This design comes from an exercise in tuning for small area on the open sky130 flow, not from production work. In this exercise RTL edits were held to simulation tests only and were not proved equivalent to the original. No activity file was given, so power comes from the tool's default toggle rates.

==> flow/design.v <==
module vsc_cct_unit (
    input  wire [4:0] k,
    input  wire [4:0] ph,
    output wire       ck,
    output wire       kin,
    output wire       ab,
    output wire       lb
);
    wire [1023:0] ct = 1024'h0000000000000000000000000000000000000000000000000000000000000003000000060000000c000000170000002e0000005c000000b900000171000002e3000005c500000b8b0000171500002e2900005c4f0000b893000170f80002e1390005bf94000b73cb0016bad3002cc7ee0057006900a4d3c2012b803400000000;
    assign ck  = ct[{k, ph}];
    wire [31:0] kc = 32'h0f5ed338;
    assign kin = kc[ph];
    wire [31:0] ac = 32'h4fb645a2;
    assign ab  = ac[k];
    wire [15:0] lc = 16'd1573;
    assign lb  = lc[k[3:0]];
endmodule
module vsc (
    input  wire        clk,
    input  wire        rst,             
    input  wire        host_wr,
    input  wire [3:0]  host_addr,       
    input  wire [31:0] host_wdata,
    output reg  [31:0] host_rdata,
    output wire        busy,
    output wire        bus_req,
    output reg  [2:0]  bus_op,          
    output wire [6:0]  bus_addr,
    output wire        bus_dir,         
    output wire [7:0]  bus_wdata,
    output wire        bus_nack,        
    input  wire        bus_rsp_valid,
    input  wire        bus_rsp_fail,    
    input  wire [7:0]  bus_rsp_data     
);
    localparam [2:0] B_START = 3'd1, B_RESTART = 3'd2, B_WRITE = 3'd3,
                     B_READ  = 3'd4, B_STOP    = 3'd5;
    localparam [3:0] S_IDLE = 4'd0,  S_REQ  = 4'd1,  S_ABORT = 4'd2,  S_FIN   = 4'd3,
                     S_GATH = 4'd4,  S_PADD = 4'd5,  S_NORM  = 4'd6,  S_LSTEP = 4'd7,
                     S_COPYP = 4'd8, S_COPYL = 4'd9, S_HORN  = 4'd10, S_EINIT = 4'd11,
                     S_ESTEP = 4'd12, S_EXTR = 4'd13, S_SHIFT = 4'd14, S_CLR  = 4'd15;
    reg        st_busy, st_done, st_ovr;
    reg [2:0]  st_code;
    reg [31:0] res;
    reg        res_ok;         
    reg [7:0]  cfg;
    reg [3:0]  st;
    reg        wt;             
    reg [2:0]  op;             
    reg [2:0]  pcode;          
    reg [2:0]  sub;
    reg [1:0]  grp;
    reg [7:0]  byt;            
    reg [4:0]  ph;
    reg [4:0]  kreg;
    reg        tc;             
    reg        ok, nz;
    reg        prev;
    reg        cw, cl, cp;
    reg [31:0] ws, lr, pr;
    assign busy     = st_busy;
    assign bus_addr = 7'h10;
    wire is_cfgw = (op == 3'd2) || (op == 3'd6);
    wire is_rdch = (op == 3'd3);
    wire is_cct  = (op == 3'd4);
    wire is_lux  = (op == 3'd5);
    wire cmd_wr = host_wr && (host_addr[3:2] == 2'd0);
    wire accept = cmd_wr && !st_busy;
    always @(*) begin
        case (host_addr[3:2])
            2'd0: host_rdata = 32'd0;
            2'd1: host_rdata = {24'd0, 1'b0, st_code, 1'b0, st_ovr, st_done, st_busy};
            2'd2: host_rdata = res_ok ? res : 32'd0;
            default: host_rdata = {24'd0, cfg};
        endcase
    end
    wire [3:0] w_op  = host_wdata[3:0];
    wire [7:0] w_arg = host_wdata[15:8];
    reg        w_illegal;
    always @(*) begin
        w_illegal = 1'b0;
        if (host_wdata[31:16] != 16'd0 || host_wdata[7:4] != 4'd0)
            w_illegal = 1'b1;
        else if (w_op == 4'd0 || w_op > 4'd6)
            w_illegal = 1'b1;
        else if ((w_op == 4'd1 || w_op == 4'd4 || w_op == 4'd5 || w_op == 4'd6) && w_arg != 8'd0)
            w_illegal = 1'b1;
        else if (w_op == 4'd3 && (w_arg < 8'h08 || w_arg > 8'h0b))
            w_illegal = 1'b1;
    end
    reg step_last;
    always @(*) begin
        bus_op    = B_STOP;
        step_last = 1'b0;
        if (op == 3'd1) begin
            bus_op    = (sub == 3'd0) ? B_START : B_STOP;
            step_last = (sub != 3'd0);
        end else if (is_cfgw) begin
            case (sub)
                3'd0:    bus_op = B_START;
                3'd1:    bus_op = B_WRITE;
                3'd2:    bus_op = B_WRITE;
                default: step_last = 1'b1;
            endcase
        end else begin
            case (sub)
                3'd0:    bus_op = B_START;
                3'd1:    bus_op = B_WRITE;
                3'd2:    bus_op = B_RESTART;
                3'd3:    bus_op = B_READ;
                3'd4:    bus_op = B_READ;
                default: step_last = !is_cct || (grp == 2'd2);
            endcase
        end
        if (st == S_ABORT) bus_op = B_STOP;
    end
    assign bus_req   = (st == S_REQ) || (st == S_ABORT);
    assign bus_dir   = (bus_op == B_RESTART);
    assign bus_nack  = sub[2];
    assign bus_wdata = (is_cct || is_lux) ? {6'b000010, is_lux ? 2'b01 : grp}
                     : (sub == 3'd1 && is_cfgw) ? 8'd0 : byt;
    wire failable = (bus_op == B_START) || (bus_op == B_WRITE) || (bus_op == B_RESTART);
    wire ckb, kinb, ab, lb;
    vsc_cct_unit u_rom (.k(kreg), .ph(ph), .ck(ckb), .kin(kinb), .ab(ab), .lb(lb));
    wire pass  = st[3] || st[2];            
    wire act   = pass && !wt;
    wire ph0   = (ph == 5'd0);
    wire ph31  = (ph == 5'd31);
    wire pend  = act && ph31;
    wire ws0 = ws[0];
    wire l0  = lr[0];
    wire p0  = pr[0];
    wire       ghi  = sub[0];
    wire       win  = ph[4] && (ph[3] == ghi);
    wire       bsel = byt[ph[2:0]];
    reg  [4:0] tidx;
    always @(*) begin
        case (st)
            S_PADD:  tidx = (grp == 2'd1) ? 5'd3 : 5'd2;    
            S_HORN:  tidx = {4'd0, is_lux};                 
            S_SHIFT: tidx = is_rdch ? 5'd16 : kreg;
            default: tidx = kreg;
        endcase
    end
    wire [5:0] phk = {1'b0, ph} + {1'b0, tidx};
    wire       tap = !phk[5] && ws[tidx];
    wire cwi  = ph0 ? 1'b0 : cw;
    wire sumw = ws0 ^ tap ^ cwi;
    wire cwo  = (ws0 & tap) | (ws0 & cwi) | (tap & cwi);
    wire ltap = ph31 ? (is_cct & l0) : lr[1];   
    wire la   = (st == S_HORN) ? ltap : l0;
    reg  lb_raw;
    always @(*) begin
        case (st)
            S_NORM:           lb_raw = (ph == 5'd25);
            S_LSTEP, S_ESTEP: lb_raw = ckb;
            S_HORN:           lb_raw = (is_lux ? lb : ab) & tap;
            default:          lb_raw = 1'b0;
        endcase
    end
    wire lsub = (st == S_ESTEP) || ((st == S_NORM || st == S_LSTEP) && grp == 2'd1);
    wire lbb  = lb_raw ^ lsub;
    wire cli  = ph0 ? lsub : cl;
    wire suml = la ^ lbb ^ cli;
    wire clo  = (la & lbb) | (la & cli) | (lbb & cli);
    wire psub = (grp == 2'd2);
    wire pa   = (grp == 2'd0) ? 1'b0 : p0;
    wire pbb  = tap ^ psub;
    wire cpi  = ph0 ? psub : cp;
    wire sump = pa ^ pbb ^ cpi;
    wire cpo  = (pa & pbb) | (pa & cpi) | (pbb & cpi);
    wire commit = tc && ok;
    reg ws_in, l_in, p_in;
    always @(*) begin
        ws_in = ws0;
        l_in  = l0;
        p_in  = p0;
        if (act) begin
            case (st)
                S_GATH: begin
                    ws_in = win ? bsel : (ghi && ws0);
                    if (!ghi) begin
                        if (is_lux) l_in = 1'b0;
                        else if (grp == 2'd1) l_in = kinb;
                    end
                end
                S_PADD: p_in = sump;
                S_NORM: begin
                    ws_in = prev & !ph0;
                    l_in  = suml;
                end
                S_LSTEP: begin
                    if (commit) begin ws_in = sumw; l_in = suml; end
                end
                S_ESTEP: begin
                    if (commit) begin ws_in = sumw; l_in = suml; end
                end
                S_COPYP: ws_in = p0;
                S_COPYL: begin ws_in = l0; l_in = 1'b0; end
                S_HORN:  l_in = suml;
                S_EINIT: ws_in = !nz && (ok || ph31);
                S_SHIFT: ws_in = tap;
                S_CLR:   ws_in = (pcode == 3'd3);
                default: ;
            endcase
        end
    end
    wire [2:0] k3 = cfg[6:4];
    always @(posedge clk) begin
        ph   <= ph + 5'd1;
        ws   <= {ws_in, ws[31:1]};
        lr   <= {l_in, lr[31:1]};
        pr   <= {p_in, pr[31:1]};
        prev <= ws0;
        cw   <= cwo;
        cl   <= clo;
        cp   <= cpo;
        case (st)
            S_LSTEP, S_ESTEP: begin
                if (pend) begin
                    tc <= !tc;
                    if (tc) kreg <= kreg + 5'd1;
                end
            end
            S_HORN: if (pend) kreg <= kreg + 5'd1;
            S_EXTR: if (act && ph >= 5'd25 && ph <= 5'd29) kreg <= {!l0, kreg[4:1]};
            S_SHIFT: ;
            default: begin kreg <= 5'd0; tc <= 1'b0; end
        endcase
        if (act) begin
            if (st == S_LSTEP && !tc && ph31) ok <= !cwo;
            if (st == S_ESTEP && !tc && ph == 5'd24) ok <= clo && (kreg != 5'd0);
            if (st == S_HORN && ph == 5'd30) ok <= suml;
            if (st == S_HORN && ph31) nz <= suml;
            if (st == S_GATH && ghi) nz <= (!ph0 && nz) || (win ? bsel : ws0);
            if (st == S_PADD && grp == 2'd2) nz <= (!ph0 && nz) || sump;
        end
        if (pend) wt <= 1'b0;
        if (rst) begin
            ph      <= 5'd0;
            st      <= S_IDLE;
            st_busy <= 1'b0;
            st_done <= 1'b0;
            st_ovr  <= 1'b0;
            st_code <= 3'd0;
            res_ok  <= 1'b0;
            cfg     <= 8'h00;
        end else begin
            if (cmd_wr)                  
                st_ovr <= st_busy;
            if (wt && ph31) wt <= 1'b0;
            case (st)
                S_IDLE: if (accept) begin
                    op      <= w_illegal ? 3'd0 : w_op[2:0];
                    pcode   <= w_illegal ? 3'd5 : (w_op == 4'd5 && cfg[6:4] > 3'd5) ? 3'd3 : 3'd0;
                    byt     <= w_arg | ((w_op == 4'd6) ? (cfg | 8'h04) : 8'h00);
                    sub     <= 3'd0;
                    grp     <= 2'd0;
                    st_busy <= 1'b1;
                    st_done <= 1'b0;
                    wt      <= 1'b1;
                    st      <= w_illegal ? S_CLR : S_REQ;
                end
                S_REQ: if (bus_rsp_valid) begin
                    wt <= 1'b1;
                    if (bus_rsp_fail && failable) begin
                        st <= S_ABORT;
                    end else if (bus_op == B_READ) begin
                        byt <= bus_rsp_data;
                        sub <= sub + 3'd1;
                        st  <= S_GATH;
                    end else if (step_last) begin
                        if (is_rdch)                 st <= S_SHIFT;
                        else if (pcode != 3'd0)      st <= S_CLR;
                        else if (is_lux)             st <= S_HORN;
                        else if (is_cct)             st <= S_COPYL;
                        else                         st <= S_CLR;
                    end else if (bus_op == B_STOP) begin
                        sub <= 3'd0;
                        grp <= grp + 2'd1;
                    end else begin
                        sub <= sub + 3'd1;
                    end
                end
                S_ABORT: if (bus_rsp_valid) begin
                    pcode <= 3'd1;
                    wt    <= 1'b1;
                    st    <= S_CLR;
                end
                S_FIN: if (ph0) begin
                    res     <= ws;
                    res_ok  <= 1'b1;
                    st_code <= pcode;
                    if (is_cfgw && pcode == 3'd0) cfg <= byt;
                    st_busy <= 1'b0;
                    st_done <= 1'b1;
                    st      <= S_IDLE;
                end
                default: if (pend) begin
                    case (st)
                        S_GATH: st <= (ghi && is_cct) ? S_PADD : S_REQ;
                        S_PADD: begin
                            st <= S_REQ;
                            if (grp == 2'd1) begin
                                if (nz) st <= ws0 ? S_LSTEP : S_NORM;   
                                else    pcode <= 3'd2;
                            end else if (grp == 2'd2 && pcode == 3'd0) begin
                                if (nz && !sump) st <= S_COPYP;
                                else             pcode <= 3'd4;
                            end
                        end
                        S_COPYP: st <= S_NORM;
                        S_NORM:  if (prev) st <= S_LSTEP;
                        S_LSTEP: if (tc && kreg == 5'd24) st <= S_REQ;
                        S_COPYL: st <= is_lux ? S_FIN : S_HORN;
                        S_HORN:  if (kreg == (is_lux ? {1'b0, 4'd10 + {1'b0, k3}} : 5'd30)) st <= is_lux ? S_COPYL : S_EINIT;
                        S_EINIT: st <= (nz || ok) ? S_FIN : S_ESTEP;
                        S_ESTEP: if (tc && kreg == 5'd24) st <= S_EXTR;
                        S_EXTR:  st <= S_SHIFT;
                        default: st <= S_FIN;           
                    endcase
                end
            endcase
        end
    end
endmodule
==> flow/flow/run.sh <==
#!/bin/bash
# Own layout flow: the standard ORFS flow (standard.sh) with these changes to how the
# layout is made:
#  - synthesis is the standard flow's (synth_recipe.tcl, unchanged), except that extract_fa is skipped and
#    Yosys's abc maps the combinational logic with flow/area.abc (area-oriented) instead of
#    ORFS's script (see flow/abc_hook.tcl); the registers are the standard synthesis's;
#  - port buffers use the smallest buffer cell (buf_1) instead of buffer_ports' default pick;
#  - CTS builds the clock tree from clkbuf_8 cells and inserts no dummy loads.
# make's full output goes to standard.log in this folder; each ORFS step also keeps its own
# log under orfs/logs/.
set -euo pipefail
export BUFFER_PORTS_ARGS="-buffer_cell sky130_fd_sc_hd__buf_1"
export CTS_ARGS="-sink_clustering_enable -repair_clock_nets -dont_use_dummy_load -buf_list sky130_fd_sc_hd__clkbuf_8"
export OWN_ABC_SCRIPT="$PWD/flow/area.abc"
cat flow/abc_hook.tcl synth_recipe.tcl > own_synth.tcl
sed 's#/synth_recipe\.tcl#/own_synth.tcl#g' standard.sh > own_standard.sh
grep -q own_synth.tcl own_standard.sh
bash own_standard.sh > standard.log 2>&1
==> flow/flow/abc_hook.tcl <==
# Two changes to how the standard flow's synthesis (synth_recipe.tcl, otherwise unchanged) maps the
# combinational logic; neither touches the registers, which dfflibmap has already mapped:
#  - extract_fa is skipped, so adders are left as plain gates for abc instead of being
#    mapped to fa/ha cells;
#  - abc runs with this flow's own script (flow/area.abc, an area-oriented mapping) in
#    place of the one ORFS picks.
proc extract_fa {args} {}
proc abc {args} {
  set i [lsearch -exact $args -script]
  if {$i >= 0} { lset args [expr {$i + 1}] $::env(OWN_ABC_SCRIPT) }
  yosys abc {*}$args
}
==> flow/flow/area.abc <==
strash
dch
amap
==> flow/standard.sh <==
#!/bin/bash
# synth_recipe.tcl (not shown) runs the flow's synth.tcl, then flattens the netlist and writes it again
# the make line also repeats each setting of config.mk as NAME=value (left out here)
make -C /OpenROAD-flow-scripts/flow DESIGN_CONFIG=/design/flow/config.mk WORK_HOME=/design/flow/orfs CLKGATE_MAP_FILE= SYNTH_SCRIPT=/design/flow/synth_recipe.tcl "${@:-finish}"
==> flow/config.mk <==
export PLATFORM = sky130hd
export DESIGN_NAME = vsc
export DESIGN_NICKNAME = vsc
export VERILOG_FILES = /design/flow/design.v
export SDC_FILE = /design/flow/constraint.sdc
export NUM_CORES = 4
export LEC_CHECK = 0
export CAP_MARGIN = 0
export CORE_MARGIN = 2
export CORE_UTILIZATION = 40
export SLEW_MARGIN = 0
==> flow/constraint.sdc <==
create_clock -name core_clock -period 25.0 [get_ports {clk}]
set_input_delay 5.0000 -clock core_clock [delete_from_list [all_inputs] [get_ports {clk}]]
set_output_delay 5.0000 -clock core_clock [all_outputs]
set_load 0.01 [all_outputs]
==> results of run 1 <==
cells in the mapped netlist, types with 2 or more instances:
| master | number |
|---|---|
| conb_1 | 2 |
| or4_1 | 11 |
| or3_1 | 4 |
| or2_0 | 3 |
| a222oi_1 | 2 |
| a22oi_1 | 13 |
| o21ai_0 | 42 |
| a21oi_1 | 35 |
| a41oi_1 | 2 |
| nor4_1 | 8 |
| a31oi_1 | 17 |
| o32ai_1 | 9 |
| nor2_1 | 154 |
| o211ai_1 | 4 |
| a311oi_1 | 3 |
| o22ai_1 | 35 |
| o311a_1 | 2 |
| a221oi_1 | 19 |
| o221ai_1 | 8 |
| o41ai_1 | 3 |
| nor3_1 | 36 |
| a211oi_1 | 15 |
| edfxtp_1 | 59 |
| a2111oi_0 | 4 |
| dfxtp_1 | 125 |
| o2111ai_1 | 3 |
| clkinv_1 | 110 |
| nand3_1 | 7 |
| o21a_1 | 2 |
| o31ai_1 | 2 |
| nand4_1 | 2 |
| nor2b_1 | 28 |
| o32a_1 | 9 |
| nand2_1 | 38 |
| buf_4 | 7 |
layout by cell type, fill, tap and decap left out, types with 35 or more instances in the layout:
cell type and instances:
o21ai_0 42, nand2_1 38, o22ai_1 35, nor2_1 153, nor3_1 36, edfxtp_1 59
buf_1 93, clkinv_1 110, a21oi_1 35, dfxtp_1 125
worst max-delay path, cell delays in order:
cell,delay (ns)
buf_1,0.09
clkinv_1,0.12
nor3_1,0.83
clkinv_1,0.80
nor2b_1,0.28
buf_1,0.17
state kept, by name (all words and copies together) (netlist names), 2 cells and up:
name / flops
st: 4
pcode: 3
ws: 32
op: 3
grp: 2
sub: 3
cfg: 8
pr: 32
lr: 32
kreg: 5
ph: 5
st_code: 3
res: 32
byt: 8
worst min-delay path by stage:
stage	slack [ns]	to	cells past startpoint
detailed placement	0.31	pr[13]$_DFF_P_	0
floorplan	0.31	lr[10]$_DFF_P_	0
CTS	0.28	lr[1]$_DFF_P_	0
finish	0.29	lr[1]$_DFF_P_	0
global placement	0.31	lr[2]$_DFF_P_	0
global route	0.28	lr[1]$_DFF_P_	0
per-stage QoR:
step           setup WS (ns)  instances  cell area (µm²)    util
5_1_grt                12.35       1182             8594  0.4579
6_report               12.70       1182             8594  0.4579
3_3_place_gp           12.75       1165             8361  0.4455
2_1_floorplan          13.40        838             7716       -
4_1_cts                12.72       1182             8594  0.4579
3_5_place_dp           12.71       1165             8361  0.4455
cell families after synthesis:
kind of cell,Yosys count,synth area share
AND/OR/NAND/NOR,293,0.1707
AO/OA/AOI/OAI,236,0.2115
flip-flops,184,0.5553
buffers and inverters,117,0.06047
other,2,0.0009757
XOR/XNOR,1,0.001138
power by group:
| part | internal [W] | leakage (nW) | switching, W |
|---|---|---|---|
| Combinational | 0.0000871 | 1.12 | 0.000180 |
| Sequential | 0.000349 | 1.55 | 0.0000330 |
| Clock | 0.0000602 | 0.122 | 0.0000905 |
| Total | 0.000496 | 2.80 | 0.000304 |
routing by layer:
metal	up-vias	track usage
met4	0	0.09484
met1	3064	0.2929
met5	-	0
met2	344	0.3300
met3	59	0.03991
li1	3280	-
cell type report:
type,count,share of cell area
Tap cell,234,0.03407
Clock buffer,17,0.02722
Sequential cell,184,0.4973
Timing Repair Buffer,100,0.04673
Multi-Input combinational cell,537,0.3466
Inverter,110,0.04804
==> summary.md, run 1 <==
| Metric | Value |
|---|---|
| Status | no timing/DRC/antenna violations |
| Synth Flop Type | dfxtp_1 |
| Synthesized flop and latch total | 184 |
| Slew Limit Fails | 0 |
| Clock-pin slew on the worst setup and hold paths | 0.11 ns |
| Unrepaired setup endpoints after global routing | false |
| Row cnt | 50 |
| Total gr overflow | 0 |
| Max VDD drop | 0.04438 mV |
| CP max FO | 24 |
| CP startpoint kind | primary input |
| WS Path Type | primary input to output pin |
| Die ar. | 20370 µm² |
| Area of the multi-input gates | 2979 µm² |
| Post-Synthesis Cell Area | 7697 µm² |
| Top cells by area, synth | dfxtp_1 33%, edfxtp_1 23%, nor2_1 7.5% |
| Post-synth top area share | 0.3251 |
| CTS hold repair buffers | 0 |
| Root buffer cell | clkbuf_8 |
| Final net count | 999 |
| Worst reg2reg setup slack | 18.92 ns |
| Ys async rst share | 0 |
| Ports | 103 |
| Crit path DAT | 7.30 ns |
| WHS | 0.2883 ns |
| Critical path destination | host_rdata[22] |
| DRT iter0 DRCs | 571 |
| GR Util All Layers | 0.2137 |
| Setup bufs post-CTS | 0 |
| Clock skew | 0.03942 ns |
| P_leak | 2.800 nW |
| RePlAce Congestion | 0.9668 |
| Initial antenna violation count | 0 |
| Via/cell ratio | 5.708 |
| Hold Startpoint | lr[2]$_DFF_P_ |
| WL met2 | 9308 µm |
| Clk Latency, worst-skew pair | 0.47 ns |
| Seq/Total Area, Yosys | 0.5553 |
| Max layer used | met4 |
| Critical path launch point | host_addr[3] |
| Share of post-route cells with drive strength above 1 | 0.02637 |
| Post-CTS Resized | 0 |
| WL final | 21020 µm |
| Antenna diode count | 0 |
| Library cells used by synthesis | 45 |
| Initial Util | 0.4101 |
| Largest net degree at the start of global routing | 32 |
| PortBufs | 93 |
| Worst hold-check path type | register to register |
| R2r worst-path depth | 25 |
| Fin crit share | 0.4919 |
| Final HPWL DP | 15550 µm |
| Die Span Y | 142.7 µm |
| First-pass GRT wire length | 33670 µm |
| Area leader, netlist | dfxtp_1 |
| Minimum clock period | 12.30 ns |
| CTS tree | yes |
| Reg area | 4274 µm² |
| Wl on met1 | 9427 µm |
| Drc violations | 0 |
| Met3 wire length | 1569 µm |
| Layout area overhead | 11.65% |
| DR pass1 iterations | 5 |
| Max-cap violations | 0 |
| Clock sink count | 184 |
| Final hold vios | 0 |
| Via count of the routed design | 6747 |
| Worst-Margin Slew | 1.049 ns |
| Final setup viols | 0 |
| Required @ worst endpoint | 20.00 ns |
| Max-slew headroom | 0.2955 |
| Antenna-violating nets left | 0 |
| RR Startpoint | st[2]$_SDFFE_PP0P_ |
| H-tree levels | 4 |
| CP endpoint kind | output pin |
| Fill cells | 1832 |
| Post-synth EDFFs | 59 |
| Total number of yosys warnings | 1 |
| Wirelength per Cell | 17.78 µm |
| Chip width | 142.7 µm |
| Number of CTS-inserted buffers | 17 |
| Vias in the first global route | 6348 |
| Syn Inst Count | 833 |
| Setup_tns | 0 ns |
| PwrDens | 93.11 nW/µm² |
| Maximum buffer depth of the clock tree | 2 |
| Pwr Total | 0.0008002 W |
| Avg Cell Area, Syn | 9.241 µm² |
| Reg2reg end | pcode[0]$_DFFE_PP_ |
| Max frequency | 81.32 MHz |
| Core area | 18770 µm² |
==> run 2: changes to the inputs <==
--- a/flow/config.mk
+++ b/flow/config.mk
@@ -5,7 +5,7 @@
 export SDC_FILE = /design/flow/constraint.sdc
 export NUM_CORES = 4
 export LEC_CHECK = 0
-export CAP_MARGIN = 0
+export CAP_MARGIN = 20
 export CORE_MARGIN = 2
 export CORE_UTILIZATION = 40
-export SLEW_MARGIN = 0
+export SLEW_MARGIN = 20
==> run 2 against run 1 <==
Count of clock-buffer cells in the layout unchanged; combinational power about the same; wire length about the same; hold slack worse by 0.00056 ns; critical path type unchanged.
==> summary.md, run 2 <==
| Metric | Value |
|---|---|
| Syn Inst Count | 833 (unchanged) |
| Library cells used by synthesis | 45 (unchanged) |
| Layout area overhead | 11.72% (about the same) |
| Min-Delay Endpoint | lr[1]$_DFF_P_ |
| Synth Flop Type | dfxtp_1 |
| Antenna diode count | 0 (unchanged) |
| Synthesized flop and latch total | 184 (unchanged) |
| Ys async rst share | 0 (unchanged) |
| P_leak | 2.800 nW (about the same) |
| H-tree levels | 4 (unchanged) |
| WS Path Type | primary input to output pin |
| Setup bufs post-CTS | 0 (unchanged) |
| Seq/Total Area, Yosys | 0.5553 (unchanged) |
| Top Usage Layer GRT | met2 |
| Worst hold-check path type | register to register |
| Status | no timing/DRC/antenna violations |
| Share of post-route cells with drive strength above 1 | 0.02743 (+0.001055) |
| Max frequency | 81.42 MHz (+0.12%) |
| CP startpoint kind | primary input |
| CP endpoint kind | output pin |
| CTS tree | yes |
| Row cnt | 50 (unchanged) |
| Total number of yosys warnings | 1 (unchanged) |
| Final net count | 999 (unchanged) |
| Post-synth top area share | 0.3251 (unchanged) |
| Number of CTS-inserted buffers | 17 (unchanged) |
| Clock-pin slew on the worst setup and hold paths | 0.11 ns (about the same) |
| PwrDens | 93.03 nW/µm² (about the same) |
| Final worst slack | 12.72 ns (+0.01480 ns) |
| Area after DPL | 8361 µm² (unchanged) |
| CP max FO | 24 (unchanged) |
| Via/cell ratio | 5.690 (-0.31%) |
| Clk Latency, worst-skew pair | 0.47 ns (about the same) |
| First-pass GRT wire length | 33670 µm (unchanged) |
| Layout Cells excl Fill | 1182 (unchanged) |
| Maximum buffer depth of the clock tree | 2 (unchanged) |
| Root buffer cell | clkbuf_8 |
| Post-synth top cells | 154 x nor2_1, 125 x dfxtp_1, 110 x clkinv_1 |
| Worst Hold Depth | 0 (unchanged) |
| Post-Synthesis Cell Area | 7697 µm² (unchanged) |
| CTS hold repair buffers | 0 (unchanged) |
| Reg2reg end | pcode[0]$_DFFE_PP_ |
| Met3 GRT Util | 0.03991 (unchanged) |
| DRT iter0 DRCs | 571 (unchanged) |
| Most frequent cell after synthesis | nor2_1 |
| Hold Startpoint | lr[2]$_DFF_P_ |
| Setup_tns | 0 ns (unchanged) |
| Most frequent cells in the layout | 153 x nor2_1, 125 x dfxtp_1, 110 x clkinv_1, 93 x buf_1, 59 x edfxtp_1 |
| GR Util All Layers | 0.2137 (unchanged) |
| Max-slew headroom | 0.3431 (+0.04763) |
| Total gr overflow | 0 (unchanged) |
| Leading cell type in the layout, fill and taps excluded | nor2_1 |
| Place WS | 12.71 ns (unchanged) |
| Initial Util | 0.4101 (unchanged) |
| WHS | 0.2877 ns (-0.0005620 ns) |
| RePlAce Congestion | 0.9668 (unchanged) |
| Final setup viols | 0 (unchanged) |
| Placed Cells | 1165 (unchanged) |
| Largest net degree at the start of global routing | 32 (unchanged) |
| Initial antenna violation count | 0 (unchanged) |
| Ports | 103 (unchanged) |
| Area leader, netlist | dfxtp_1 |
| Final HPWL DP | 15550 µm (unchanged) |
| Slew Limit Fails | 0 (unchanged) |
| Chip width | 142.7 µm (unchanged) |
| Worst-Margin Slew | 0.9778 ns (-0.07090 ns) |
| Top cells by area, synth | dfxtp_1 33%, edfxtp_1 23%, nor2_1 7.5% |
| Wirelength per Cell | 17.77 µm (about the same) |
| Fin crit share | 0.4913 (-0.0005920) |
| Design area | 8600 µm² (about the same) |
| PortBufs | 93 (unchanged) |
| Post-CTS Resized | 0 (unchanged) |
| Die Span Y | 142.7 µm (unchanged) |
| GR Util met1 | 0.2929 (unchanged) |
| Final hold vios | 0 (unchanged) |
| Max-cap violations | 0 (unchanged) |
| DR pass1 iterations | 7 (+2) |
| Antenna-violating nets left | 0 (unchanged) |
| Drc violations | 0 (unchanged) |
| Die ar. | 20370 µm² (unchanged) |
| RR Startpoint | st[2]$_SDFFE_PP0P_ |
| Core area | 18770 µm² (unchanged) |
| GR Util met2 | 0.3300 (unchanged) |
| Via count of the routed design | 6726 (-0.31%) |
| Avg Cell Area, Syn | 9.241 µm² (unchanged) |
| Post-synth EDFFs | 59 (unchanged) |
| Max VDD drop | 0.04439 mV (about the same) |
| Clock skew | 0.03942 ns (-0.000001500 ns) |
| Required @ worst endpoint | 20.00 ns (about the same) |
| Minimum clock period | 12.28 ns (-0.01480 ns) |
| Clock sink count | 184 (unchanged) |
| WL final | 21000 µm (about the same) |
| R2r worst-path depth | 25 (unchanged) |
| Unrepaired setup endpoints after global routing | false |
| Crit path DAT | 7.28 ns (-0.02 ns) |
| Vias in the first global route | 6348 (unchanged) |
| Worst reg2reg setup slack | 18.94 ns (+0.02 ns) |
[run 2: cell counts after synthesis]
Identical to the previous run, type by type.
[run 2: routing by layer]
metal | wire length, µm | vias up
met4 | 689 | 0
li1 | - | 3281
met1 | 9456 | 3056
met3 | 1505 | 59
met5 | 0 | -
met2 | 9351 | 330
[run 2: final cells by class]
| type | instances | area, µm² |
|---|---|---|
| tap | 234 | 292.8 |
| sequential | 184 | 4274 |
| clock buffer | 17 | 234.0 |
| multi-input combinational | 537 | 2984 |
| inverter | 110 | 412.9 |
| fill | 1831 | 10170 |
| timing repair buffer | 100 | 401.6 |
[run 2: how the worst max path moves through the flow]
stage / start / end / slack [ns] / cells past startpoint
3_5_place_dp: host_addr[3] / host_rdata[22] / 12.71 / 6
5_1_grt: host_addr[3] / host_rdata[19] / 12.35 / 6
2_1_floorplan: host_addr[3] / host_rdata[10] / 13.40 / 4
4_1_cts: host_addr[3] / host_rdata[22] / 12.72 / 6
3_3_place_gp: host_addr[3] / host_rdata[8] / 12.75 / 6
6_report: host_addr[3] / host_rdata[22] / 12.72 / 6
[run 2: kinds of logic (layout without fill, tap and decap cells)]
logic type	count (synthesis)	in the layout	share of synthesized area
xor gates and xnor gates	1	1	0.001138
buffers and inverters	117	227	0.06047
other	2	7	0.0009757
DFF	184	184	0.5553
AOI/OAI and AO/OA	236	236	0.2115
and+or+nand+nor	293	293	0.1707
[run 2: per-stage QoR]
stage / util / total power, W
floorplan: - / 0.0005597
global placement: 0.4455 / 0.0006502
detailed placement: 0.4455 / 0.0006490
CTS: 0.4579 / 0.0008002
global route: 0.4582 / 0.0008492
finish: 0.4582 / 0.0008000
[run 2: power by group]
group          switching [W]  internal [W]
clock              0.0000904     0.0000602
sequential         0.0000331      0.000349
combinational       0.000180     0.0000870
total               0.000304      0.000496
[run 2: critical path: stages]
cell      delay (ns)
buf_1           0.09
clkinv_1        0.12
nor3_1          0.82
clkinv_1        0.80
nor2b_1         0.28
buf_1           0.17
==> run 3: changes to the inputs <==
--- a/flow/design.v
+++ b/flow/design.v
@@ -38,7 +38,7 @@
     localparam [3:0] S_IDLE = 4'd0,  S_REQ  = 4'd1,  S_ABORT = 4'd2,  S_FIN   = 4'd3,
                      S_GATH = 4'd4,  S_PADD = 4'd5,  S_NORM  = 4'd6,  S_LSTEP = 4'd7,
                      S_COPYP = 4'd8, S_COPYL = 4'd9, S_HORN  = 4'd10, S_EINIT = 4'd11,
-                     S_ESTEP = 4'd12, S_EXTR = 4'd13, S_SHIFT = 4'd14, S_CLR  = 4'd15;
+                     S_ESTEP = 4'd12, S_SPARE = 4'd13, S_SHIFT = 4'd14, S_CLR  = 4'd15;
     reg        st_busy, st_done, st_ovr;
     reg [2:0]  st_code;
     reg [31:0] res;
@@ -220,10 +220,10 @@
                 if (pend) begin
                     tc <= !tc;
                     if (tc) kreg <= kreg + 5'd1;
+                    if (tc && st == S_ESTEP && kreg == 5'd24) kreg <= ~lr[30:26];
                 end
             end
             S_HORN: if (pend) kreg <= kreg + 5'd1;
-            S_EXTR: if (act && ph >= 5'd25 && ph <= 5'd29) kreg <= {!l0, kreg[4:1]};
             S_SHIFT: ;
             default: begin kreg <= 5'd0; tc <= 1'b0; end
         endcase
@@ -315,8 +315,7 @@
                         S_COPYL: st <= is_lux ? S_FIN : S_HORN;
                         S_HORN:  if (kreg == (is_lux ? {1'b0, 4'd10 + {1'b0, k3}} : 5'd30)) st <= is_lux ? S_COPYL : S_EINIT;
                         S_EINIT: st <= (nz || ok) ? S_FIN : S_ESTEP;
-                        S_ESTEP: if (tc && kreg == 5'd24) st <= S_EXTR;
-                        S_EXTR:  st <= S_SHIFT;
+                        S_ESTEP: if (tc && kreg == 5'd24) st <= S_SHIFT;
                         default: st <= S_FIN;           
                     endcase
                 end
==> run 3 against run 2 <==
Clock power about the same; still clean on timing, DRC and antenna; clock skew increased by 0.0058 ns; hold slack improved by 0.022 ns; critical endpoint is now host_rdata[5]; non-clock buffer count decreased by 1; sequential cell count unchanged; die area decreased by 0.41%.
==> summary.md, run 3 <==
| Metric | Value |
|---|---|
| Leading cell type in the layout, fill and taps excluded | nor2_1 |
| Total gr overflow | 0 (unchanged) |
| Ys async rst share | 0 (unchanged) |
| Max-cap violations | 0 (unchanged) |
| Initial antenna violation count | 0 (unchanged) |
| Sw frac | 0.3718 (-0.007780) |
| Seq/Total Area, Yosys | 0.5576 (+0.002357) |
| DR pass1 iterations | 5 (-2) |
| Initial Util | 0.4084 (-0.001733) |
| Max frequency | 84.52 MHz (+3.8%) |
| Required @ worst endpoint | 20.00 ns (about the same) |
| Ports | 103 (unchanged) |
| Die ar. | 20280 µm² (-0.41%) |
| Syn Inst Count | 834 (+0.12%) |
| Via/cell ratio | 5.719 (+0.51%) |
| Post-synth top cells | 168 x nor2_1, 125 x dfxtp_1, 101 x clkinv_1 |
| CTS hold repair buffers | 0 (unchanged) |
| Clock sink count | 184 (unchanged) |
| PortBufs | 93 (unchanged) |
| DRT iter0 DRCs | 554 (-3.0%) |
| Power share of the clock group | 0.194 (+0.006) |
| Clock-pin slew on the worst setup and hold paths | 0.07 ns (-0.04 ns) |
| Min-Delay Endpoint | lr[5]$_DFF_P_ |
| Final hold vios | 0 (unchanged) |
| WS Path Type | primary input to output pin |
| Die Span Y | 142.4 µm (-0.21%) |
| Hold Startpoint | lr[6]$_DFF_P_ |
| GR Util met2 | 0.3277 (-0.002220) |
| Crit path DAT | 6.83 ns (-0.45 ns) |
| First-pass GRT wire length | 33110 µm (-1.7%) |
| Final setup viols | 0 (unchanged) |
| Final core utilization | 0.4561 (-0.002133) |
| Row cnt | 50 (unchanged) |
| Worst hold-check path type | register to register |
| Most frequent cell after synthesis | nor2_1 |
| Share of post-route cells with drive strength above 1 | 0.02637 (-0.001055) |
| R2r worst-path depth | 26 (+4.0%) |
| Slew Limit Fails | 0 (unchanged) |
| Post-CTS Resized | 0 (unchanged) |
| Top Usage Layer GRT | met2 |
| Largest net degree at the start of global routing | 31 (-3.1%) |
| Unrepaired setup endpoints after global routing | false |
| Setup bufs post-CTS | 0 (unchanged) |
| CP max FO | 25 (+4.2%) |
| CP endpoint kind | output pin |
| CP startpoint kind | primary input |
| H-tree levels | 4 (unchanged) |
| Core area | 18770 µm² (unchanged) |
| Number of CTS-inserted buffers | 17 (unchanged) |
| Design area | 8559 µm² (-0.47%) |
| Post-synth top area share | 0.3265 (+0.001380) |
| Critical path launch point | host_addr[2] |
| RR Startpoint | st[1]$_SDFFE_PP0P_ |
| Worst Hold Depth | 0 (unchanged) |
| Antenna diode count | 0 (unchanged) |
| Int Pwr | 0.0004845 W (-2.4%) |
| Synthesized flop and latch total | 184 (unchanged) |
| Clock skew | 0.04525 ns (+0.005832 ns) |
| Worst reg2reg setup slack | 17.72 ns (-1.22 ns) |
| Chip width | 142.4 µm (-0.21%) |
| Final HPWL DP | 15570 µm (+0.12%) |
| Combinational power share | 0.319 (-0.015) |
| Status | no timing/DRC/antenna violations |
| Clk Latency, worst-skew pair | 0.48 ns (about the same) |
| Final net count | 999 (unchanged) |
| Drc violations | 0 (unchanged) |
| Max VDD drop | 0.03948 mV (-11%) |
| Avg Cell Area, Syn | 9.190 µm² (-0.54%) |
| PwrDens | 90.10 nW/µm² (-3.2%) |
| Area after DPL | 8320 µm² (-0.48%) |
| GR Util All Layers | 0.2117 (-0.002034) |
| Post-Synthesis Cell Area | 7665 µm² (-0.42%) |
| WL final | 21050 µm (+0.22%) |
| Area leader, netlist | dfxtp_1 |
| Synth Flop Type | dfxtp_1 |
| Psw | 0.0002867 W (-5.6%) |
| Library cells used by synthesis | 46 (+2.2%) |
| Top cells by area, synth | dfxtp_1 33%, edfxtp_1 23%, nor2_1 8.2% |
| Vias in the first global route | 6220 (-2.0%) |
| Met3 GRT Util | 0.04576 (+0.005854) |
| CTS tree | yes |
| Total number of yosys warnings | 1 (unchanged) |
| Worst-Margin Slew | 1.044 ns (+0.06640 ns) |
| Antenna-violating nets left | 0 (unchanged) |
| Fill cells | 1867 (+2.0%) |
| Layout area overhead | 11.67% (about the same) |
| Root buffer cell | clkbuf_8 |
| Maximum buffer depth of the clock tree | 2 (unchanged) |
| Setup_tns | 0 ns (unchanged) |
| P_leak | 2.803 nW (+0.13%) |
| Minimum clock period | 11.83 ns (-0.4509 ns) |
| GR Util met1 | 0.2876 (-0.005315) |
| Via count of the routed design | 6760 (+0.51%) |
| Reg2reg end | st[0]$_SDFFE_PP0P_ |
| Post-synth EDFFs | 59 (unchanged) |
| Most frequent cells in the layout | 167 x nor2_1, 125 x dfxtp_1, 101 x clkinv_1, 93 x buf_1, 59 x edfxtp_1 |
| RePlAce Congestion | 0.9776 (+1.1%) |
| Fin crit share | 0.4732 (-0.01804) |
| Max-slew headroom | 0.2985 (-0.04461) |
| Wirelength per Cell | 17.81 µm (+0.22%) |
| Sequential Power Share | 0.487 (+0.009) |
[run 3: changes by cell type in the layout (fill, tap and decap cells not counted), moves of 4 or more]
cell,delta
a2111oi_0,+6
clkinv_1,-9
a31oi_1,-5
a211oi_1,-10
nor2_1,+14
a21oi_1,-4
nor3_1,+13
o311ai_0,+4
o221ai_1,-4
[run 3: logic make-up (layout without fill, tap and decap cells)]
group / after synthesis / after routing / synth area share
and+or+nand+nor: 317 / 317 / 0.1833
buffers and inverters: 108 / 217 / 0.05632
other: 2 / 7 / 0.0009798
DFF: 184 / 184 / 0.5576
xor gates and xnor gates: 1 / 1 / 0.001143
AOI/OAI and AO/OA: 222 / 222 / 0.2006
[run 3: how the worst max path moves through the flow]
| stage | cells past startpoint | endpoint | slack (ns) |
|---|---|---|---|
| global route | 7 | host_rdata[5] | 12.88 |
| finish | 7 | host_rdata[5] | 13.17 |
| CTS | 7 | host_rdata[5] | 13.09 |
| floorplan | 5 | host_rdata[0] | 13.73 |
| global placement | 7 | host_rdata[5] | 13.12 |
| detailed placement | 7 | host_rdata[5] | 13.10 |
[run 3: per-layer routing]
layer,up-vias,share of wire
met5,-,0
met3,51,0.077
met2,307,0.45
met4,0,0.030
li1,3261,-
met1,3141,0.45
[run 3: worst max-delay path, stage by stage]
cell	delay [ns]
buf_1	0.14
clkinv_1	0.10
nand3_1	0.64
clkinv_1	0.42
a22oi_1	0.27
o21ai_0	0.12
buf_1	0.14
[run 3: metrics by stage]
stage | setup slack [ns] | total power (W) | cells | hold slack (ns)
final | 13.17 | 0.0007712 | 1182 | 0.3099
after global routing | 12.88 | 0.0008195 | 1182 | 0.3132
after CTS | 13.09 | 0.0007711 | 1182 | 0.3139
after detailed placement | 13.10 | 0.0006215 | 1165 | 0.3121
after global placement | 13.12 | 0.0006224 | 1165 | 0.3099
after floorplan | 13.73 | 0.0005392 | 839 | 0.3096
[run 3: layout make-up]
| type | instances | area (µm²) | area share |
|---|---|---|---|
| flip-flops and latches | 184 | 4274 | 0.4993 |
| multi-input cells | 547 | 2985 | 0.3488 |
| repair buffers | 99 | 394.1 | 0.04605 |
| inverters | 101 | 379.1 | 0.04429 |
| well taps | 234 | 292.8 | 0.03421 |
| clock buffers | 17 | 234.0 | 0.02734 |
[run 3: power by group through the flow]
| stage | sequential, W | clock [W] | combinational (W) |
|---|---|---|---|
| 6_report | 0.000375 | 0.000150 | 0.000246 |
| 5_1_grt | 0.000380 | 0.000167 | 0.000273 |
| 4_1_cts | 0.000375 | 0.000155 | 0.000242 |
| 3_5_place_dp | 0.000381 | 0 | 0.000240 |
| 3_3_place_gp | 0.000381 | 0 | 0.000242 |
| 2_1_floorplan | 0.000371 | 0 | 0.000169 |
==> run 4: changes to the inputs <==
--- a/flow/design.v
+++ b/flow/design.v
@@ -47,7 +47,7 @@
     reg [3:0]  st;
     reg        wt;             
     reg [2:0]  op;             
-    reg [2:0]  pcode;          
+    reg [1:0]  err;            
     reg [2:0]  sub;
     reg [1:0]  grp;
     reg [7:0]  byt;            
@@ -170,6 +170,13 @@
     wire sump = pa ^ pbb ^ cpi;
     wire cpo  = (pa & pbb) | (pa & cpi) | (pbb & cpi);
     wire commit = tc && ok;
+    wire [2:0] k3 = cfg[6:4];
+    wire       unmapped = is_lux && (k3 > 3'd5) && (err == 2'd0);    
+    wire [2:0] fcode = (op == 3'd0)   ? 3'd5 :
+                       (err == 2'd1)  ? 3'd1 :
+                       (err == 2'd2)  ? 3'd2 :
+                       (err == 2'd3)  ? 3'd4 :
+                       unmapped       ? 3'd3 : 3'd0;
     reg ws_in, l_in, p_in;
     always @(*) begin
         ws_in = ws0;
@@ -200,12 +207,11 @@
                 S_HORN:  l_in = suml;
                 S_EINIT: ws_in = !nz && (ok || ph31);
                 S_SHIFT: ws_in = tap;
-                S_CLR:   ws_in = (pcode == 3'd3);
+                S_CLR:   ws_in = unmapped;
                 default: ;
             endcase
         end
     end
-    wire [2:0] k3 = cfg[6:4];
     always @(posedge clk) begin
         ph   <= ph + 5'd1;
         ws   <= {ws_in, ws[31:1]};
@@ -252,7 +258,7 @@
             case (st)
                 S_IDLE: if (accept) begin
                     op      <= w_illegal ? 3'd0 : w_op[2:0];
-                    pcode   <= w_illegal ? 3'd5 : (w_op == 4'd5 && cfg[6:4] > 3'd5) ? 3'd3 : 3'd0;
+                    err     <= 2'd0;
                     byt     <= w_arg | ((w_op == 4'd6) ? (cfg | 8'h04) : 8'h00);
                     sub     <= 3'd0;
                     grp     <= 2'd0;
@@ -271,7 +277,7 @@
                         st  <= S_GATH;
                     end else if (step_last) begin
                         if (is_rdch)                 st <= S_SHIFT;
-                        else if (pcode != 3'd0)      st <= S_CLR;
+                        else if (err != 2'd0 || unmapped) st <= S_CLR;
                         else if (is_lux)             st <= S_HORN;
                         else if (is_cct)             st <= S_COPYL;
                         else                         st <= S_CLR;
@@ -283,15 +289,15 @@
                     end
                 end
                 S_ABORT: if (bus_rsp_valid) begin
-                    pcode <= 3'd1;
+                    err   <= 2'd1;
                     wt    <= 1'b1;
                     st    <= S_CLR;
                 end
                 S_FIN: if (ph0) begin
                     res     <= ws;
                     res_ok  <= 1'b1;
-                    st_code <= pcode;
-                    if (is_cfgw && pcode == 3'd0) cfg <= byt;
+                    st_code <= fcode;
+                    if (is_cfgw && err == 2'd0) cfg <= byt;
                     st_busy <= 1'b0;
                     st_done <= 1'b1;
                     st      <= S_IDLE;
@@ -303,10 +309,10 @@
                             st <= S_REQ;
                             if (grp == 2'd1) begin
                                 if (nz) st <= ws0 ? S_LSTEP : S_NORM;   
-                                else    pcode <= 3'd2;
-                            end else if (grp == 2'd2 && pcode == 3'd0) begin
+                                else    err <= 2'd2;
+                            end else if (grp == 2'd2 && err == 2'd0) begin
                                 if (nz && !sump) st <= S_COPYP;
-                                else             pcode <= 3'd4;
+                                else             err <= 2'd3;
                             end
                         end
                         S_COPYP: st <= S_NORM;
--- a/flow/config.mk
+++ b/flow/config.mk
@@ -8,4 +8,5 @@
 export CAP_MARGIN = 20
 export CORE_MARGIN = 2
 export CORE_UTILIZATION = 40
+export GPL_TIMING_DRIVEN = 0
 export SLEW_MARGIN = 20
==> run 4 against run 3 <==
Still clean; critical path depth unchanged; area after synthesis down 0.73%; first-iteration DRC count up 28%; clock skew about the same; combinational power up 8%; count of clock-buffer cells in the layout unchanged; core utilization up 0.16 points; critical path type unchanged; largest power group unchanged.
==> summary.md, run 4 <==
| Metric | Value |
|---|---|
| Status | no timing/DRC/antenna violations |
| PwrDens | 93.60 nW/µm² (+3.9%) |
| P_leak | 2.834 nW (+1.1%) |
| Max frequency | 83.94 MHz (-0.69%) |
| Setup_tns | 0 ns (unchanged) |
| Root buffer cell | clkbuf_8 |
| Via/cell ratio | 5.874 (+2.7%) |
| GR Util All Layers | 0.2177 (+0.006032) |
| Post-synth top area share | 0.3289 (+0.002416) |
| Drc violations | 0 (unchanged) |
| Die ar. | 20140 µm² (-0.71%) |
| Final HPWL DP | 15560 µm (about the same) |
| Initial antenna violation count | 0 (unchanged) |
| Share of post-route cells with drive strength above 1 | 0.03280 (+0.006433) |
| Post-CTS Resized | 0 (unchanged) |
| H-tree levels | 4 (unchanged) |
| Die Span Y | 141.9 µm (-0.36%) |
| Most frequent cells in the layout | 162 x nor2_1, 125 x dfxtp_1, 98 x clkinv_1, 92 x buf_1, 58 x edfxtp_1 |
| Initial Util | 0.4068 (-0.001644) |
| Syn Inst Count | 827 (-0.84%) |
| Seq/Total Area, Yosys | 0.5578 (about the same) |
| Antenna-violating nets left | 0 (unchanged) |
| Post-Synthesis Cell Area | 7609 µm² (-0.73%) |
| Ys async rst share | 0 (unchanged) |
| First-pass GRT wire length | 34380 µm (+3.9%) |
| Antenna diode count | 0 (unchanged) |
| Clock-pin slew on the worst setup and hold paths | 0.08 ns (about the same) |
| Layout area overhead | 12.51% |
| Max-slew headroom | 0.3937 (+0.09519) |
| RePlAce Congestion | 0.9335 (-4.5%) |
| Worst-Margin Slew | 0.9094 ns (-0.1347 ns) |
| Slew Limit Fails | 0 (unchanged) |
| Pwr Total | 0.0008012 W (+3.9%) |
| Fin crit share | 0.4765 (+0.003268) |
| Core area | 18710 µm² (-0.33%) |
| Minimum clock period | 11.91 ns (+0.08170 ns) |
| Crit path DAT | 6.91 ns (+0.08 ns) |
| CP Depth | 7 (unchanged) |
| R2r worst-path depth | 22 (-15%) |
| DR pass1 iterations | 6 (+1) |
| Worst Hold Depth | 0 (unchanged) |
| Ports | 103 (unchanged) |
| PortBufs | 93 (unchanged) |
| Worst hold-check path type | register to register |
| CTS tree | yes |
| CP endpoint kind | output pin |
| Wirelength per Cell | 18.07 µm (+1.5%) |
| Clock sink count | 183 (-0.54%) |
| Clk Latency, worst-skew pair | 0.48 ns (about the same) |
| Fill cells | 1834 (-1.8%) |
| WP buf/inv | 4 (unchanged) |
| Crit-path leading delay family | buffers and inverters |
| Max-cap violations | 0 (unchanged) |
| Avg Cell Area, Syn | 9.200 µm² (+0.11%) |
| Max VDD drop | 0.04169 mV (+5.6%) |
| Unrepaired setup endpoints after global routing | false |
| Slowest CP cell | nand3_1 |
| Synthesized flop and latch total | 183 (-0.54%) |
| CP startpoint kind | primary input |
| Required @ worst endpoint | 20.00 ns (about the same) |
| Row cnt | 50 (unchanged) |
| Post-synth top cells | 163 x nor2_1, 125 x dfxtp_1, 98 x clkinv_1 |
| Clock skew | 0.04571 ns (+0.0004613 ns) |
| Via count of the routed design | 6925 (+2.4%) |
| Largest net degree at the start of global routing | 27 (-13%) |
| Vias in the first global route | 6432 (+3.4%) |
| Final net count | 996 (-0.30%) |
| Most frequent cell after synthesis | nor2_1 |
| Leading cell type in the layout, fill and taps excluded | nor2_1 |
| Number of CTS-inserted buffers | 17 (unchanged) |
| Chip width | 141.9 µm (-0.36%) |
| Total gr overflow | 0 (unchanged) |
| CP max FO | 25 (unchanged) |
| Total number of yosys warnings | 1 (unchanged) |
| Final setup viols | 0 (unchanged) |
| Crit-path cells | buf_1 > clkinv_1 > nand3_1 > clkinv_1 > a22oi_1 > o21ai_0 > buf_1 |
| Top cells by area, synth | dfxtp_1 33%, edfxtp_1 23%, nor2_1 8.0% |
| Setup bufs post-CTS | 0 (unchanged) |
| WS Path Type | primary input to output pin |
| CTS hold repair buffers | 0 (unchanged) |
| Post-synth EDFFs | 58 (-1.7%) |
| Maximum buffer depth of the clock tree | 2 (unchanged) |
| WL final | 21310 µm (+1.2%) |
| Final hold vios | 0 (unchanged) |
| Delay of the slowest cell on the worst path | 0.67 ns (+0.03 ns) |
| Area leader, netlist | dfxtp_1 |
| Synth Flop Type | dfxtp_1 |
| Library cells used by synthesis | 46 (unchanged) |
| DRT iter0 DRCs | 709 (+28%) |
-- run 4: cell count changes after synthesis, moves of 4 or more --
cell       before  now
a2111oi_0      10    3
a22oi_1        12    8
nand3_1         6   11
nor2_1        168  163
nor3_1         49   40
nor4_1          6   10
o21ai_0        45   50
-- run 4: kinds of logic (layout without fill, tap and decap cells) --
kind of cell / count (synthesis) / after routing / synth area share
compound gates: 224 / 224 / 0.2023
other cells: 2 / 7 / 0.0009870
simple gates: 313 / 313 / 0.1837
buf+inv: 105 / 218 / 0.05525
flops: 183 / 183 / 0.5578
-- run 4: final cells by class --
type                       instances  area, µm²  share of cell area
sequential                       183       4244              0.4958
multi-input combinational        544       2982              0.3483
timing repair buffer              96      387.9             0.04531
inverter                          98      367.9             0.04297
tap                              234      292.8             0.03420
clock buffer                      17      234.0             0.02733
buffer                             7      52.55            0.006139
-- run 4: worst paths after layout --
| check | endpoint | slack [ns] | startpoint |
|---|---|---|---|
| hold / removal | pr[16]$_DFF_P_ | 0.31 | pr[17]$_DFF_P_ |
| hold reg to reg | pr[16]$_DFF_P_ | 0.31 | pr[17]$_DFF_P_ |
| setup reg to reg | st[3]$_SDFFE_PP0P_ | 17.62 | st[2]$_SDFFE_PP0P_ |
| setup / recovery | host_rdata[1] | 13.09 | host_addr[2] |
-- run 4: through the flow --
stage | setup slack, ns | utilization | std cells | hold WS [ns] | instance area [µm²]
global placement | 13.12 | 0.4421 | 1159 | 0.3109 | 8269
finish | 13.09 | 0.4577 | 1179 | 0.3122 | 8561
global route | 12.83 | 0.4577 | 1179 | 0.3129 | 8561
CTS | 13.03 | 0.4577 | 1179 | 0.3187 | 8561
floorplan | 13.73 | - | 832 | 0.3096 | 7627
detailed placement | 13.04 | 0.4452 | 1162 | 0.3121 | 8327
-- run 4: worst reg2reg max path, stage by stage, from the launching register on --
cell and delay [ns]:
dfxtp_1 0.37, clkinv_1 0.17, or2_0 0.40, nor2_1 0.36, clkinv_1 0.35, a21oi_1 0.30
nor3_1 0.12, a222oi_1 0.78, buf_2 0.33, clkinv_1 0.41, a221o_1 0.49, a221oi_1 0.28
a2111oi_0 0.10, nor2_1 0.49, clkinv_1 0.32, o22ai_1 0.33, and2_0 0.21, nor2_1 0.07
o21ai_0 0.30, or2_0 0.27, nor3_1 0.11, a2111oi_0 0.54, a31oi_1 0.14
-- run 4: report_power, final --
group	internal, W	leakage (nW)	total (W)	switching [W]
registers	0.000352	1.55	0.000386	0.0000338
logic	0.0000836	1.17	0.000265	0.000182
clock network	0.0000602	0.122	0.000150	0.0000903
-- run 4: routing by layer --
metal / global-route usage / vias up / share of wire
li1: - / 3238 / -
met1: 0.3017 / 3313 / 0.46
met2: 0.3431 / 327 / 0.45
met3: 0.04421 / 47 / 0.063
met4: 0.07000 / 0 / 0.023
met5: 0 / - / 0
==> run 5: changes to the inputs <==
--- a/flow/config.mk
+++ b/flow/config.mk
@@ -8,5 +8,4 @@
 export CAP_MARGIN = 20
 export CORE_MARGIN = 2
 export CORE_UTILIZATION = 40
-export GPL_TIMING_DRIVEN = 0
 export SLEW_MARGIN = 20
==> run 5 against run 4 <==
Hold slack got worse by 0.017 ns; core utilization fell by 0.33 points; area after synthesis did not move; fmax rose by 0.49%; sequential share of layout area rose by 0.36 points; design area fell by 0.73%; count of clock-buffer cells in the layout did not move; critical path depth did not move; largest cell class unchanged.
==> summary.md, run 5 <==
| Metric | Value |
|---|---|
| Fill cells | 1864 (+1.6%) |
| Setup bufs post-CTS | 0 (unchanged) |
| CTS hold repair buffers | 0 (unchanged) |
| Max VDD drop | 0.04164 mV (-0.11%) |
| Max frequency | 84.36 MHz (+0.49%) |
| Post-synth top area share | 0.3289 (unchanged) |
| Antenna diode count | 0 (unchanged) |
| RePlAce Congestion | 0.9243 (-0.99%) |
| Required @ worst endpoint | 20.00 ns (about the same) |
| Via/cell ratio | 5.691 (-3.1%) |
| PwrDens | 94.04 nW/µm² (+0.47%) |
| Wirelength per Cell | 17.90 µm (-0.93%) |
| Fin crit share | 0.4742 (-0.002348) |
| Syn Inst Count | 827 (unchanged) |
| GR Util All Layers | 0.2143 (-0.003393) |
| Area leader, netlist | dfxtp_1 |
| Post-Synthesis Cell Area | 7609 µm² (unchanged) |
| Post-CTS Resized | 0 (unchanged) |
| Most frequent cell after synthesis | nor2_1 |
| Worst hold-check path type | register to register |
| Most frequent cells in the layout | 162 x nor2_1, 125 x dfxtp_1, 98 x clkinv_1, 93 x buf_1, 58 x edfxtp_1 |
| Ports | 103 (unchanged) |
| Final hold vios | 0 (unchanged) |
| Core area | 18710 µm² (unchanged) |
| Delay of the slowest cell on the worst path | 0.64 ns (-0.03 ns) |
| Total number of yosys warnings | 1 (unchanged) |
| Sequential Power Share | 0.482 (about the same) |
| Clock sink count | 183 (unchanged) |
| Vias in the first global route | 6219 (-3.3%) |
| Layout Cells excl Fill | 1175 (-0.34%) |
| PortBufs | 93 (unchanged) |
| Setup_tns | 0 ns (unchanged) |
| Placed Cells | 1158 (-0.34%) |
| WL final | 21040 µm (-1.3%) |
| Max-cap violations | 0 (unchanged) |
| Worst-Margin Slew | 0.8529 ns (-0.05657 ns) |
| Met3 wire length | 1435 µm (+6.7%) |
| Die ar. | 20140 µm² (unchanged) |
| Total gr overflow | 0 (unchanged) |
| Clock-pin slew on the worst setup and hold paths | 0.10 ns (+0.02 ns) |
| Clk Latency, worst-skew pair | 0.48 ns (about the same) |
| P_leak | 2.806 nW (-0.98%) |
| Max layer used | met4 |
| WS Path Type | primary input to output pin |
| Combinational power share | 0.330 (about the same) |
| Top cells by area, synth | dfxtp_1 33%, edfxtp_1 23%, nor2_1 8.0% |
| DR pass1 iterations | 6 (unchanged) |
| Crit path DAT | 6.85 ns (-0.06 ns) |
| Initial Util | 0.4068 (unchanged) |
| DRT iter0 DRCs | 747 (+5.4%) |
| Slew Limit Fails | 0 (unchanged) |
| Int Pwr | 0.0004962 W (+0.13%) |
| Slowest CP cell | nand3_1 |
| Final setup viols | 0 (unchanged) |
| Wl on met1 | 9801 µm (-0.17%) |
| Ys async rst share | 0 (unchanged) |
| Minimum clock period | 11.85 ns (-0.05870 ns) |
| Unrepaired setup endpoints after global routing | false |
| Post-synth top cells | 163 x nor2_1, 125 x dfxtp_1, 98 x clkinv_1 |
| Final HPWL DP | 15440 µm (-0.78%) |
| Root buffer cell | clkbuf_8 |
| Avg Cell Area, Syn | 9.200 µm² (unchanged) |
| CP max FO | 25 (unchanged) |
| Sw frac | 0.3791 (-0.002430) |
| Number of CTS-inserted buffers | 17 (unchanged) |
| Synth Flop Type | dfxtp_1 |
| Power share of the clock group | 0.188 (about the same) |
| CP endpoint kind | output pin |
| CP startpoint kind | primary input |
| Row cnt | 50 (unchanged) |
| Layout area overhead | 11.69% |
| Largest net degree at the start of global routing | 34 (+26%) |
| Die Span Y | 141.9 µm (unchanged) |
| Critical path launch point | host_addr[2] |
| Seq/Total Area, Yosys | 0.5578 (unchanged) |
| Leading cell type in the layout, fill and taps excluded | nor2_1 |
| Antenna-violating nets left | 0 (unchanged) |
| Library cells used by synthesis | 46 (unchanged) |
| Via count of the routed design | 6687 (-3.4%) |
| Crit-path cells | buf_1 > clkinv_1 > nand3_1 > clkinv_1 > a22oi_1 > o21ai_0 > buf_1 |
| Share of post-route cells with drive strength above 1 | 0.02550 (-0.007299) |
| Clock skew | 0.04865 ns (+0.002942 ns) |
| First-pass GRT wire length | 33760 µm (-1.8%) |
| Initial antenna violation count | 0 (unchanged) |
| Chip width | 141.9 µm (unchanged) |
| Hold Startpoint | pr[18]$_DFF_P_ |
| Final net count | 992 (-0.40%) |
| Post-synth EDFFs | 58 (unchanged) |
| Maximum buffer depth of the clock tree | 2 (unchanged) |
| Drc violations | 0 (unchanged) |
| RR Startpoint | st[2]$_SDFFE_PP0P_ |
| CTS tree | yes |
| H-tree levels | 4 (unchanged) |
| Psw | 0.0003029 W (-0.90%) |
| Status | no timing/DRC/antenna violations |
| Synthesized flop and latch total | 183 (unchanged) |
| Max-slew headroom | 0.4298 (+0.03612) |
| WL met2 | 9448 µm (-2.1%) |
-- run 5: cell counts after synthesis --
Identical to the previous run, type by type.
-- run 5: per-layer routing --
layer,vias to the layer above,global-route usage
met5,-,0
li1,3241,-
met2,292,0.3304
met4,0,0.07105
met3,31,0.04252
met1,3123,0.3031
-- run 5: final cells by class --
| class | instances | area [µm²] | area share |
|---|---|---|---|
| Multi-Input combinational cell | 544 | 2965 | 0.3489 |
| Sequential cell | 183 | 4244 | 0.4994 |
| Inverter | 98 | 367.9 | 0.04329 |
| Timing Repair Buffer | 99 | 394.1 | 0.04638 |
| Tap cell | 234 | 292.8 | 0.03445 |
| Clock buffer | 17 | 234.0 | 0.02753 |
-- run 5: logic make-up (layout without fill, tap and decap cells) --
group           after synthesis  count (layout)  synth area share
compound gates              224             224            0.2023
buf+inv                     105             214           0.05525
flops                       183             183            0.5578
other cells                   2               7         0.0009870
simple gates                313             313            0.1837
-- run 5: power groups by stage --
stage               Combinational (W)  Clock, W  Sequential, W
finish                       0.000264  0.000150       0.000385
global route                 0.000292  0.000166       0.000390
global placement             0.000257         0       0.000391
detailed placement           0.000257         0       0.000391
CTS                          0.000258  0.000154       0.000384
floorplan                    0.000181         0       0.000379
-- run 5: critical path: cells and delay by family --
| family | cells | cell delay (ns) |
|---|---|---|
| AOI/OAI and AO/OA | 2 | 0.43 |
| buffers and inverters | 4 | 0.78 |
| and+or+nand+nor | 1 | 0.64 |
-- run 5: path summary, 6_finish.rpt --
check / endpoint / slack (ns) / cells after the start
hold reg to reg: pr[17]$_DFF_P_ / 0.30 / 0
setup reg to reg: st[3]$_SDFFE_PP0P_ / 18.12 / 22
setup / recovery: host_rdata[1] / 13.15 / 7
hold / removal: pr[17]$_DFF_P_ / 0.30 / 0
-- run 5: through the flow --
step / total power [W] / util / setup slack (ns) / hold WS [ns] / area, µm²
final: 0.0007991 / 0.4543 / 13.15 / 0.2956 / 8498
after global routing: 0.0008478 / 0.4543 / 12.89 / 0.2902 / 8498
after CTS: 0.0007973 / 0.4543 / 13.12 / 0.2965 / 8498
after detailed placement: 0.0006479 / 0.4418 / 13.12 / 0.3132 / 8264
after global placement: 0.0006482 / 0.4418 / 13.18 / 0.3102 / 8264
after floorplan: 0.0005605 / - / 13.73 / 0.3096 / 7627
==> run 6: changes to the inputs <==
--- a/flow/config.mk
+++ b/flow/config.mk
@@ -7,5 +7,5 @@
 export LEC_CHECK = 0
 export CAP_MARGIN = 20
 export CORE_MARGIN = 2
-export CORE_UTILIZATION = 40
+export CORE_UTILIZATION = 60
 export SLEW_MARGIN = 20
==> run 6 against run 5 <==
Sequential cell count unchanged; setup slack lost 0.023 ns; area after synthesis did not move.
==> summary.md, run 6 <==
| Metric | Value |
|---|---|
| Status | no timing/DRC/antenna violations |
| Area leader, netlist | dfxtp_1 |
| Synth Flop Type | dfxtp_1 |
| Syn Inst Count | 827 (unchanged) |
| Max-cap violations | 0 (unchanged) |
| Worst hold-check path type | register to register |
| CTS hold repair buffers | 0 (unchanged) |
| Total number of yosys warnings | 1 (unchanged) |
| Top Usage Layer GRT | met2 |
| Clock skew | 0.04459 ns (-0.004059 ns) |
| Die ar. | 13600 µm² (-32%) |
| Library cells used by synthesis | 46 (unchanged) |
| Ports | 103 (unchanged) |
| Initial antenna violation count | 0 (unchanged) |
| GR Util All Layers | 0.3272 (+0.1129) |
| Area of the multi-input gates | 2972 µm² (+0.21%) |
| Final HPWL DP | 16260 µm (+5.3%) |
| Psw | 0.0003036 W (+0.23%) |
| PortBufs | 93 (unchanged) |
| Final hold vios | 0 (unchanged) |
| Max frequency | 84.19 MHz (-0.20%) |
| CTS tree | yes |
| Seq/Total Area, Yosys | 0.5578 (unchanged) |
| Top cells by area, synth | dfxtp_1 33%, edfxtp_1 23%, nor2_1 8.0% |
| Number of CTS-inserted buffers | 17 (unchanged) |
| Largest net degree at the start of global routing | 35 (+2.9%) |
| PwrDens | 94.97 nW/µm² (+1.0%) |
| Maximum buffer depth of the clock tree | 2 (unchanged) |
| WP buf/inv | 4 (unchanged) |
| Post-Synthesis Cell Area | 7609 µm² (unchanged) |
| Layout area overhead | 10.75% |
| Sequential Power Share | 0.483 (about the same) |
| Minimum clock period | 11.88 ns (+0.02330 ns) |
| Max VDD drop | 0.05988 mV (+44%) |
| Die Span Y | 116.6 µm (-18%) |
| Ys async rst share | 0 (unchanged) |
| Sw frac | 0.3794 (about the same) |
| WS Path Type | primary input to output pin |
| Combinational power share | 0.333 (+0.003) |
| Core area | 12520 µm² (-33%) |
| Delay of the slowest cell on the worst path | 0.63 ns (about the same) |
| CP startpoint kind | primary input |
| Crit path DAT | 6.88 ns (+0.03 ns) |
| Fin crit share | 0.4751 (+0.0009320) |
| H-tree levels | 4 (unchanged) |
| Most frequent cell after synthesis | nor2_1 |
| GR Util met1 | 0.4191 (+0.1160) |
| Required @ worst endpoint | 20.00 ns (about the same) |
| Root buffer cell | clkbuf_8 |
| Post-synth top area share | 0.3289 (unchanged) |
| Chip width | 116.6 µm (-18%) |
| Final net count | 992 (unchanged) |
| Post-synth top cells | 163 x nor2_1, 125 x dfxtp_1, 98 x clkinv_1 |
| Slowest CP cell | nand3_1 |
| Share of post-route cells with drive strength above 1 | 0.02657 (+0.001063) |
| Int Pwr | 0.0004967 W (+0.10%) |
| Clock sink count | 183 (unchanged) |
| Leading cell type in the layout, fill and taps excluded | nor2_1 |
| Via/cell ratio | 6.322 (+11%) |
| Avg Cell Area, Syn | 9.200 µm² (unchanged) |
| CP endpoint kind | output pin |
| Crit-path leading delay family | buffers and inverters |
| WHS | 0.3016 ns (+0.006016 ns) |
| CP max FO | 25 (unchanged) |
| Clk Latency, worst-skew pair | 0.48 ns (about the same) |
| Antenna-violating nets left | 0 (unchanged) |
| Drc violations | 0 (unchanged) |
| Power share of the clock group | 0.184 (-0.004) |
| Final setup viols | 0 (unchanged) |
| Wirelength per Cell | 19.49 µm (+8.8%) |
| Via count of the routed design | 7036 (+5.2%) |
| Setup bufs post-CTS | 0 (unchanged) |
| Antenna diode count | 0 (unchanged) |
| Post-synth EDFFs | 58 (unchanged) |
| Total gr overflow | 0 (unchanged) |
| Reg area | 4244 µm² (unchanged) |
| Setup_tns | 0 ns (unchanged) |
| RePlAce Congestion | 0.9354 (+1.2%) |
| Synthesized flop and latch total | 183 (unchanged) |
| Vias in the first global route | 6648 (+6.9%) |
| DRT iter0 DRCs | 958 (+28%) |
| Initial Util | 0.6079 (+0.2011) |
| Row cnt | 41 (-18%) |
| GR Util met2 | 0.5310 (+0.2007) |
| Clock-pin slew on the worst setup and hold paths | 0.08 ns (-0.02 ns) |
| Most frequent cells in the layout | 162 x nor2_1, 125 x dfxtp_1, 98 x clkinv_1, 93 x buf_1, 58 x edfxtp_1 |
| DR pass1 iterations | 6 (unchanged) |
| Post-CTS Resized | 0 (unchanged) |
| Max-slew headroom | 0.3894 (-0.04048) |
| Unrepaired setup endpoints after global routing | false |
| Met3 GRT Util | 0.07525 (+0.03272) |
| Slew Limit Fails | 0 (unchanged) |
| Fill cells | 1020 (-45%) |
| P_leak | 2.806 nW (about the same) |
| Worst-Margin Slew | 0.9090 ns (+0.05611 ns) |
| WL final | 21690 µm (+3.1%) |
| First-pass GRT wire length | 33580 µm (-0.53%) |
| Crit-path cells | buf_1 > clkinv_1 > nand3_1 > clkinv_1 > a22oi_1 > o21ai_0 > buf_1 |
-- run 6: worst paths after layout --
kind	cells past startpoint	start	to	slack, ns
worst max-delay path	7	host_addr[2]	host_rdata[0]	13.12
worst min-delay path	0	pr[27]$_DFF_P_	pr[26]$_DFF_P_	0.30
worst max register to register	23	st[1]$_SDFFE_PP0P_	st[3]$_SDFFE_PP0P_	18.08
worst min register to register	0	pr[27]$_DFF_P_	pr[26]$_DFF_P_	0.30
-- run 6: cell type report --
type	instances	share of cell area
multi-input combinational	544	0.3526
inverter	98	0.04365
clock buffer	17	0.02777
tap	172	0.02554
sequential	183	0.5036
timing repair buffer	99	0.04677
-- run 6: worst reg2reg max path: cells and delay by family, from the launching register on --
kind / cells / cell delay, ns
compound gates: 9 / 2.87
buf+inv: 5 / 1.35
flops: 1 / 0.40
simple gates: 9 / 2.18
-- run 6: routing by layer --
layer / share of wire / wire [µm] / vias to the layer above
met1: 0.40 / 8672 / 3284
met5: 0 / 0 / -
met3: 0.098 / 2125 / 71
met2: 0.47 / 10210 / 440
li1: - / - / 3241
met4: 0.032 / 686 / 0
-- run 6: logic make-up (layout without fill, tap and decap cells) --
| group | after synthesis | after routing | share of synthesized area |
|---|---|---|---|
| DFF | 183 | 183 | 0.5578 |
| and+or+nand+nor | 313 | 313 | 0.1837 |
| buffers and inverters | 105 | 214 | 0.05525 |
| AOI/OAI and AO/OA | 224 | 224 | 0.2023 |
| other | 2 | 7 | 0.0009870 |
-- run 6: per-stage QoR --
step	setup slack, ns	std cells	cell area, µm²	util	power [W]
global placement	13.31	1096	8187	0.6540	0.0006412
finish	13.12	1113	8427	0.6732	0.0008003
detailed placement	13.12	1096	8187	0.6540	0.0006480
global route	12.83	1113	8427	0.6732	0.0008380
floorplan	13.73	832	7627	-	0.0005605
CTS	13.11	1113	8421	0.6727	0.0007916
-- run 6: power groups by stage --
stage	sequential, W	combinational, W	clock, W
2_1_floorplan	0.000379	0.000181	0
3_3_place_gp	0.000390	0.000252	0
3_5_place_dp	0.000391	0.000257	0
4_1_cts	0.000385	0.000258	0.000149
5_1_grt	0.000390	0.000291	0.000157
6_report	0.000386	0.000267	0.000147
